From an optimization exercise on the open Yosys and OpenROAD flow, aimed at small area, a short achievable clock period and few clock cycles per item; shortcuts taken in it are not production practice. Where RTL was checked, it was by simulation tests only, not by an equivalence proof against the original. Power and IR drop assume default switching activity.

// crsf_framer
module crsf_framer (
    input  wire       clk,
    input  wire       rst,         
    input  wire       in_valid,
    input  wire [7:0] in_data,
    output wire       in_ready,
    output wire       out_valid,
    output wire [7:0] out_data,
    output wire       out_last,
    input  wire       out_ready
);
For scale: roughly 1700 cells after synthesis, roughly 650 flip-flops, roughly 23 I/O pins.
clock: 8.0 ns
lec_check: 0
abc_clock_period_in_ps: 3000
cap_margin: 20
core_margin: 2
core_utilization: 40
setup_slack_margin: 5
slew_margin: 20
standard.sh (not shown) runs the stock make flow with config.mk's settings and CLKGATE_MAP_FILE= SYNTH_SCRIPT=/design/flow/synth_recipe.tcl, a recipe that flattens the netlist after the stock synthesis.
==> flow/flow/run.sh <==
#!/bin/bash
# The standard ORFS flow (the standard.sh, synthesis unchanged) with two
# changes to how the layout is made:
#   - port buffers use a regular buffer cell (buf_4) instead of a delay cell;
#   - timing repair aims for a setup slack of MARGIN ns at the fixed clock.
# The make output goes to flow_make.log; ORFS keeps each step's log under orfs/logs.
set -euo pipefail
MARGIN=5.3
sed "s/SETUP_SLACK_MARGIN=[0-9.]*/SETUP_SLACK_MARGIN=${MARGIN}/" standard.sh > standard_margin.sh
export BUFFER_PORTS_ARGS="-buffer_cell sky130_fd_sc_hd__buf_4"
bash standard_margin.sh > flow_make.log 2>&1
Testbench counts at the start, summed over its fixed seeds: cycles 33,742, bytes 32,000.
Next try:
==> flow/run.sh (new file) <==
#!/bin/bash
# synth_recipe.tcl (not shown) runs the flow's synth.tcl, then flattens the netlist and writes it again
# the make line also repeats each setting of config.mk as NAME=value (left out here)
make -C /OpenROAD-flow-scripts/flow DESIGN_CONFIG=/design/flow/config.mk WORK_HOME=/design/flow/orfs CLKGATE_MAP_FILE= SYNTH_SCRIPT=/design/flow/synth_recipe.tcl finish
Settings changed: CTS_CLUSTER_DIAMETER set to 100, CTS_CLUSTER_SIZE set to 30.
removed: flow/flow/run.sh
removed: flow/standard.sh
The new run finished clean. Count of clock-buffer cells in the layout drops by 48. Worst hold slack is worse by 0.0054 ns. Synthesized cell count does not change. Design area drops by 7.1%. Worst setup slack stays flat. Sequential cell count does not change. Combinational power drops by about 16%. Routed wire length drops by 4.3%. Global-route usage drops by 1.1 points.

* * *

cedar:
crsf_framer, a different RTL version from the one above (not shown whole).
Size in the first run: about 2300 cells after synthesis, ~670 flip-flops, ~23 I/O pins, about 24000 um2 of cells after synthesis.
export LEC_CHECK = 0
export ABC_CLOCK_PERIOD_IN_PS = 3000
export CAP_MARGIN = 20
export CORE_MARGIN = 2
export CORE_UTILIZATION = 40
export CTS_CLUSTER_DIAMETER = 100
export CTS_CLUSTER_SIZE = 25
export SETUP_SLACK_MARGIN = 5
export SLEW_MARGIN = 20
create_clock -name core_clock -period 8.0 [get_ports {clk}]
==> flow/flow/run.sh <==
#!/bin/bash
# The standard ORFS flow (the standard.sh, synthesis unchanged) with two
# changes to how the layout is made:
#   - port buffers use a regular buffer cell (buf_4) instead of a delay cell;
#   - timing repair aims for a setup slack of MARGIN ns at the fixed clock.
# The make output goes to flow_make.log; ORFS keeps each step's log under orfs/logs.
set -euo pipefail
MARGIN=5.4
sed "s/SETUP_SLACK_MARGIN=[0-9.]*/SETUP_SLACK_MARGIN=${MARGIN}/" standard.sh > standard_margin.sh
export BUFFER_PORTS_ARGS="-buffer_cell sky130_fd_sc_hd__buf_4"
bash standard_margin.sh > flow_make.log 2>&1
Testbench counts of cedar, summed over its fixed seeds: cycles 34,035, bytes 32,000.
### cedar -> oak
- a change of CORE_UTILIZATION from 40 to 55
diff --git a/flow/flow/run.sh b/flow/flow/run.sh
--- a/flow/flow/run.sh
+++ b/flow/flow/run.sh
@@ -7,3 +7,3 @@
 set -euo pipefail
-MARGIN=5.4
+MARGIN=5.3
 sed "s/SETUP_SLACK_MARGIN=[0-9.]*/SETUP_SLACK_MARGIN=${MARGIN}/" standard.sh > standard_margin.sh
==> comparison <==
Area growth from synthesis to layout: oak vs cedar down 3.0 points
cedar → oak: worst setup margin -0.0080 ns, filler cell count in the final layout -1740, floorplan die area -about 27%, total non-filler cell area in the finished layout -about 2.6%, share of the final layout cell area in multi-input gates ~0 delta.
On sequential cell area, oak tracks cedar almost exactly.
oak vs cedar: starting utilization of the core area up

* * *

Another version of the RTL of crsf_framer (not shown whole).
Size: roughly 650 flip-flops, about 23 I/O pins.
make LEC_CHECK=0 ABC_CLOCK_PERIOD_IN_PS=2000 CAP_MARGIN=20 CORE_MARGIN=2 CORE_UTILIZATION=60 SETUP_SLACK_MARGIN=5 SLEW_MARGIN=20 finish   # period 8.0 ns
run.sh (not shown) runs the stock make flow with config.mk's settings and CLKGATE_MAP_FILE= SYNTH_SCRIPT=/design/flow/synth_recipe.tcl, a recipe that flattens the netlist after the stock synthesis.
Stock flow here: none of the scripts above is used.
Testbench counts at the start, summed over its fixed seeds: cycles 33,742, bytes 32,000.
Next try:
ABC_CLOCK_PERIOD_IN_PS = 3000   (was 2000)
CORE_UTILIZATION = 40   (was 60)
What happened: Clock power grows by a few percent. Synthesized area is unchanged. Via count goes down slightly. Combinational power rises slightly. Non-clock buffer count is lower by 2. Hold slack improves by 0.019 ns. Core utilization decreases by 22 points. Clock skew falls by 0.0055 ns. Routed wire length goes up slightly.

* * *

Setup of v6:
crsf_framer, a different RTL version from the one above (not shown whole).
For scale: ~2100 cells after synthesis, roughly 640 flip-flops.
Settings: LEC_CHECK=0, ABC_CLOCK_PERIOD_IN_PS=3000, CAP_MARGIN=20, CORE_MARGIN=2, CORE_UTILIZATION=40, SETUP_SLACK_MARGIN=5, SLEW_MARGIN=20; clock period 8.0 ns.
For v7, these inputs were changed with respect to v6:
- clearing ABC_CLOCK_PERIOD_IN_PS, which used to be 3000
- clearing SETUP_SLACK_MARGIN, which used to be 5
--- outcome ---
Non-clock buffer count in the final layout (v7 over v6): decrease, about 50%
v7: required time at the worst-slack endpoint higher than v6
| minimum clock period after layout | v7 vs v6 | 1.86 ns higher |
The end of the critical path comes out od[6]$_DFFE_PP_ in one run and od[2]$_DFFE_PP_ in the other, namely in v6 and v7 respectively.
No functional check of the RTL was part of any run of this note.

* * *

## zinc
The RTL this note starts from:
==> flow/design.v <==
module crsf_framer (
    input  wire       clk,
    input  wire       rst,         
    input  wire       in_valid,
    input  wire [7:0] in_data,
    output wire       in_ready,
    output wire       out_valid,
    output wire [7:0] out_data,
    output wire       out_last,
    input  wire       out_ready
);
    localparam [1:0] M_SEEK  = 2'd0,    
                     M_HSYNC = 2'd1,    
                     M_CAND  = 2'd2;    
    localparam TAPG = 16;                
    function automatic [7:0] crc8_step(input [7:0] r, input [7:0] d);
        integer k;
        reg [7:0] c;
        begin
            c = r ^ d;
            for (k = 0; k < 8; k = k + 1)
                c = c[7] ? ((c << 1) ^ 8'hD5) : (c << 1);
            crc8_step = c;
        end
    endfunction
    function automatic is_sync(input [7:0] b);
        is_sync = (b == 8'hC8) || (b == 8'hEA) || (b == 8'hEC) || (b == 8'hEE);
    endfunction
    function automatic len_ok(input [7:0] b);
        len_ok = (b[7:6] == 2'b00) && (b[5:1] != 5'd0) && (b[5:0] != 6'd63);
    endfunction
    reg  [7:0] ring [0:63];
    reg  [5:0] base;               
    reg  [5:0] ph;                 
    reg  [6:0] wr;                 
    reg        in_rdy;
    reg  [6:0] ra;                 
    reg  [5:0] ra_ph;              
    reg  [7:0] rd;
    reg        rd_v;
    reg        ra_live;            
    reg        fl;                 
    reg  [1:0] mode;
    reg  [6:0] s;                  
    reg  [5:0] k;                  
    reg  [7:0] crc;
    reg  [6:0] nxt;                
    reg        nxt_v;
    reg        psync;              
    reg  [6:0] q0, q1, q2;         
    reg  [1:0] qn;
    reg        qfull;              
    reg        e_act;
    reg  [6:0] e;                  
    reg  [5:0] e_ph;               
    reg  [1:0] eph;                
    reg  [5:0] rem;                
    reg        el;                 
    reg  [7:0] od;                 
    reg        ol;
    reg        ov;
    reg  [7:0] oc;                 
    reg        ocl;
    reg        gr;                 
    reg  [5:0] pa;                 
    wire [7:0] pdat = ring[pa];
    wire       wen = in_valid && in_rdy;
    integer i;
    always @(posedge clk) begin
        for (i = 0; i < 64; i = i + 1) begin
            if (i % TAPG == 1 && wen && ph == i)
                ring[i] <= in_data;
            else
                ring[i] <= ring[(i + 63) % 64];
        end
    end
    wire [6:0] rp    = ra - 7'd1;     
    wire       avail = ra_live ? wen : (gr && !fl);
    always @(posedge clk)
        rd <= ra_live ? in_data : pdat;
    wire       sy    = is_sync(rd);
    wire       lv    = len_ok(rd);
    wire [7:0] crc_n = crc8_step(crc, rd);
    wire       last  = (k == 6'd0);
    wire       pass  = (crc == rd);
    wire       chk      = rd_v && (mode == M_CAND) && last;
    wire       commit   = chk && pass && !qfull;
    wire       stall    = chk && pass && qfull;
    wire       rewind   = chk && !pass && nxt_v;
    wire       flush    = stall || rewind;
    wire [6:0] flush_to = stall ? rp : (nxt + 7'd1);
    wire [6:0] ra_inc  = ra + {6'd0, avail};
    wire       live_nx = ra_live ? 1'b1 : (avail && !wen && (ra + 7'd1 == wr));
    wire [5:0] ra_ph_nx = fl ? (base + 6'd1 - ra[5:0]) : avail ? ra_ph : ra_ph + 6'd1;
    always @(posedge clk) begin
        if (rst) begin
            ra      <= 7'd0;
            ra_ph   <= 6'd0;
            rd_v    <= 1'b0;
            ra_live <= 1'b1;
            fl      <= 1'b0;
        end else begin
            ra      <= flush ? flush_to : ra_inc;
            ra_ph   <= ra_ph_nx;
            rd_v    <= avail && !flush;
            ra_live <= live_nx && !flush;
            fl      <= flush;
        end
    end
    always @(posedge clk) begin
        if (rst) begin
            mode  <= M_SEEK;
            nxt_v <= 1'b0;
        end else if (rd_v) begin
            case (mode)
                M_SEEK: begin
                    if (sy) begin
                        mode <= M_HSYNC;
                        s    <= rp;
                    end
                end
                M_HSYNC: begin
                    if (lv) begin
                        mode  <= M_CAND;
                        k     <= rd[5:0] - 6'd1;
                        crc   <= 8'h00;
                        nxt_v <= 1'b0;
                        psync <= 1'b0;
                    end else if (sy) begin
                        s    <= rp;
                    end else begin
                        mode <= M_SEEK;
                    end
                end
                default: begin
                    if (!last) begin
                        crc   <= crc_n;
                        k     <= k - 6'd1;
                        psync <= sy;
                        if (psync && lv && !nxt_v) begin
                            nxt   <= rp - 7'd1;
                            nxt_v <= 1'b1;
                        end
                    end else if (pass) begin
                        if (!qfull)
                            mode <= M_SEEK;
                    end else if (nxt_v) begin
                        mode <= M_HSYNC;
                        s    <= nxt;
                    end else if (psync && lv) begin
                        s     <= rp - 7'd1;
                        k     <= rd[5:0] - 6'd1;
                        crc   <= 8'h00;
                        nxt_v <= 1'b0;
                        psync <= 1'b0;
                    end else if (sy) begin
                        mode <= M_HSYNC;
                        s    <= rp;
                    end else begin
                        mode <= M_SEEK;
                    end
                end
            endcase
        end
    end
    wire       issue   = e_act && !gr && (!ov || out_ready);
    wire       pop     = qn != 2'd0 && (!e_act || (issue && el));
    wire [6:0] e_nx    = pop ? q0 : e + {6'd0, issue};
    wire [5:0] e_ph_nx = pop ? (base + 6'd1 - q0[5:0]) : issue ? e_ph : e_ph + 6'd1;
    wire [1:0] qn_nx   = qn + {1'b0, commit} - {1'b0, pop};
    wire       full_hi = pop ? (qn == 2'd3 && chk) : (qn == 2'd3 || (qn == 2'd2 && chk));
    wire       gr_nx   = !live_nx && !full_hi;
    always @(posedge clk) begin
        if (rst) begin
            gr <= 1'b0;
            pa <= 6'd0;
        end else begin
            gr <= gr_nx;
            pa <= gr_nx ? ra_ph_nx : e_ph_nx;
        end
    end
    wire [7:0] od_nx = issue ? pdat : oc;
    wire       ol_nx = issue ? el : ocl;
    always @(posedge clk) begin
        od <= od_nx;
        ol <= ol_nx;
        if (issue) begin
            oc  <= od_nx;
            ocl <= ol_nx;
        end
    end
    always @(posedge clk) begin
        if (rst) begin
            ov    <= 1'b0;
            e_act <= 1'b0;
            qn    <= 2'd0;
            qfull <= 1'b0;
            el    <= 1'b0;
        end else begin
            ov   <= issue || (ov && !out_ready);
            e    <= e_nx;
            e_ph <= e_ph_nx;
            if (pop)
                el <= 1'b0;
            else if (issue)
                el <= (eph == 2'd2) && (rem == 6'd2);
            if (pop) begin
                eph   <= 2'd0;
                e_act <= 1'b1;
            end else if (issue) begin
                if (eph == 2'd0) begin
                    eph <= 2'd1;
                end else if (eph == 2'd1) begin
                    eph <= 2'd2;
                    rem <= pdat[5:0];
                end else begin
                    rem <= rem - 6'd1;
                    if (rem == 6'd1)
                        e_act <= 1'b0;
                end
            end
            if (pop) begin
                q0 <= (qn == 2'd1) ? s : q1;
                q1 <= (qn == 2'd2) ? s : q2;
                q2 <= s;
            end else begin
                if (qn == 2'd0) q0 <= s;
                if (qn == 2'd1) q1 <= s;
                if (qn == 2'd2) q2 <= s;
            end
            qn    <= qn_nx;
            qfull <= (qn_nx == 2'd3);
        end
    end
    wire [6:0] front = e_act ? e : (qn != 2'd0) ? q0 : (mode == M_SEEK) ? rp : s;
    reg  [6:0] front_q;
    wire [6:0] used  = wr - front_q;
    wire [5:0] ph_nx = wen ? ph : ph + 6'd1;
    always @(posedge clk) begin
        if (rst) begin
            base    <= 6'd0;
            ph      <= 6'd1;
            wr      <= 7'd0;
            front_q <= 7'd0;
            in_rdy  <= 1'b1;
        end else begin
            base    <= base + 6'd1;
            ph      <= ph_nx;
            wr      <= wr + {6'd0, wen};
            front_q <= front;
            in_rdy  <= (ph_nx % TAPG == 1) && (({1'b0, used} + {7'd0, wen}) <= 8'd63);
        end
    end
    assign in_ready  = in_rdy;
    assign out_valid = ov;
    assign out_data  = od;
    assign out_last  = ol;
endmodule
Settings: LEC_CHECK=0, ABC_CLOCK_PERIOD_IN_PS=3000, CAP_MARGIN=20, CORE_MARGIN=2, CORE_UTILIZATION=55, CTS_CLUSTER_DIAMETER=100, CTS_CLUSTER_SIZE=25, SETUP_SLACK_MARGIN=5, SLEW_MARGIN=20; clock period 8.0 ns.
standard.sh (not shown) runs the stock make flow with config.mk's settings and CLKGATE_MAP_FILE= SYNTH_SCRIPT=/design/flow/synth_recipe.tcl, a recipe that flattens the netlist after the stock synthesis.
==> flow/flow/run.sh <==
#!/bin/bash
# The standard ORFS flow (the standard.sh, synthesis unchanged) with two
# changes to how the layout is made:
#   - port buffers use a regular buffer cell (buf_4) instead of a delay cell;
#   - timing repair aims for a setup slack of MARGIN ns at the fixed clock.
# The make output goes to flow_make.log; ORFS keeps each step's log under orfs/logs.
set -euo pipefail
MARGIN=5.4
sed "s/SETUP_SLACK_MARGIN=[0-9.]*/SETUP_SLACK_MARGIN=${MARGIN}/" standard.sh > standard_margin.sh
export BUFFER_PORTS_ARGS="-buffer_cell sky130_fd_sc_hd__buf_4"
bash standard_margin.sh > flow_make.log 2>&1
Testbench counts of zinc, summed over its fixed seeds: cycles 34,275, bytes 32,000.
> inputs changed (zinc -> raven)
Settings: CORE_UTILIZATION: 55 -> 40.
What zinc reported for number of buffers outside the clock class in the layout has to be multiplied by 0.79 to get the figure for raven.
Total power divided by cell area of raven falls short of that of zinc slightly.
Summary of raven over zinc: maximum vdd drop increased 32%; post-route minimum period increased 18 ps; internal power consumption decreased 1.0%.
raven vs. zinc: critical path depth neither gained nor lost much; post-route clock period utilization picked up an extra 0.22 points.
Combinational group share of total power: raven < zinc
Compared with zinc, raven shows a area of all placed cells without fillers that is about 0.7% lower.
Looking at fraction of area in multi-input gates, raven sits 0.23 points above zinc.

[afterwards: timing with drivers on the ports]
The flow's constraints put no driver on any port. The routed layouts listed below were extracted and timed again, unchanged, in two steps.
Step 1, drivers: a clkbuf_16 drives clk and a buf_2 each remaining input, both assumed.
Step 2 adds t to the input delays and takes it off the output delays; t is the mean of the earliest and latest rising clock arrival at the registers after step 1. Input paths then give back, and output paths get back, about the clock's delay inside the block.
a / b / c = ideal / step 1 / step 2; a / b = the first two.
run | t, ns | slack for setup (ns) | hold WS [ns] | clock arrival spread, ns
the first run of note 1 | 0.653 | 4.869 / 4.869 / 4.869 | 0.416 / 0.416 / 0.416 | 0.024 / 0.024
the second run of note 1 | 0.676 | 4.872 / 4.872 / 4.508 | 0.410 / 0.410 / 0.410 | 0.057 / 0.057
cedar | 0.687 | 5.284 / 5.222 / 4.712 | 0.336 / 0.336 / 0.336 | 0.030 / 0.030
oak | 0.676 | 5.276 / 5.217 / 4.666 | 0.344 / 0.344 / 0.344 | 0.026 / 0.026
the first run of note 3 | 0.671 | 4.993 / 4.957 / 4.452 | 0.393 / 0.393 / 0.393 | 0.035 / 0.035
the second run of note 3 | 0.675 | 4.964 / 4.964 / 4.452 | 0.412 / 0.412 / 0.412 | 0.027 / 0.027
v6 | 0.661 | 4.592 / 4.592 / 4.526 | 0.420 / 0.420 / 0.420 | 0.024 / 0.025
v7 | 0.661 | 2.731 / 2.731 / 2.731 | 0.432 / 0.432 / 0.432 | 0.024 / 0.025
zinc | 0.698 | 5.276 / 5.216 / 4.737 | 0.333 / 0.333 / 0.333 | 0.036 / 0.036
raven | 0.694 | 5.258 / 5.197 / 4.713 | 0.319 / 0.319 / 0.319 | 0.047 / 0.047
After both steps every run listed still meets setup and hold. For oak, which loses most, drivers alone change the setup slack by -0.059 ns; drivers and shift together by -0.610 ns.
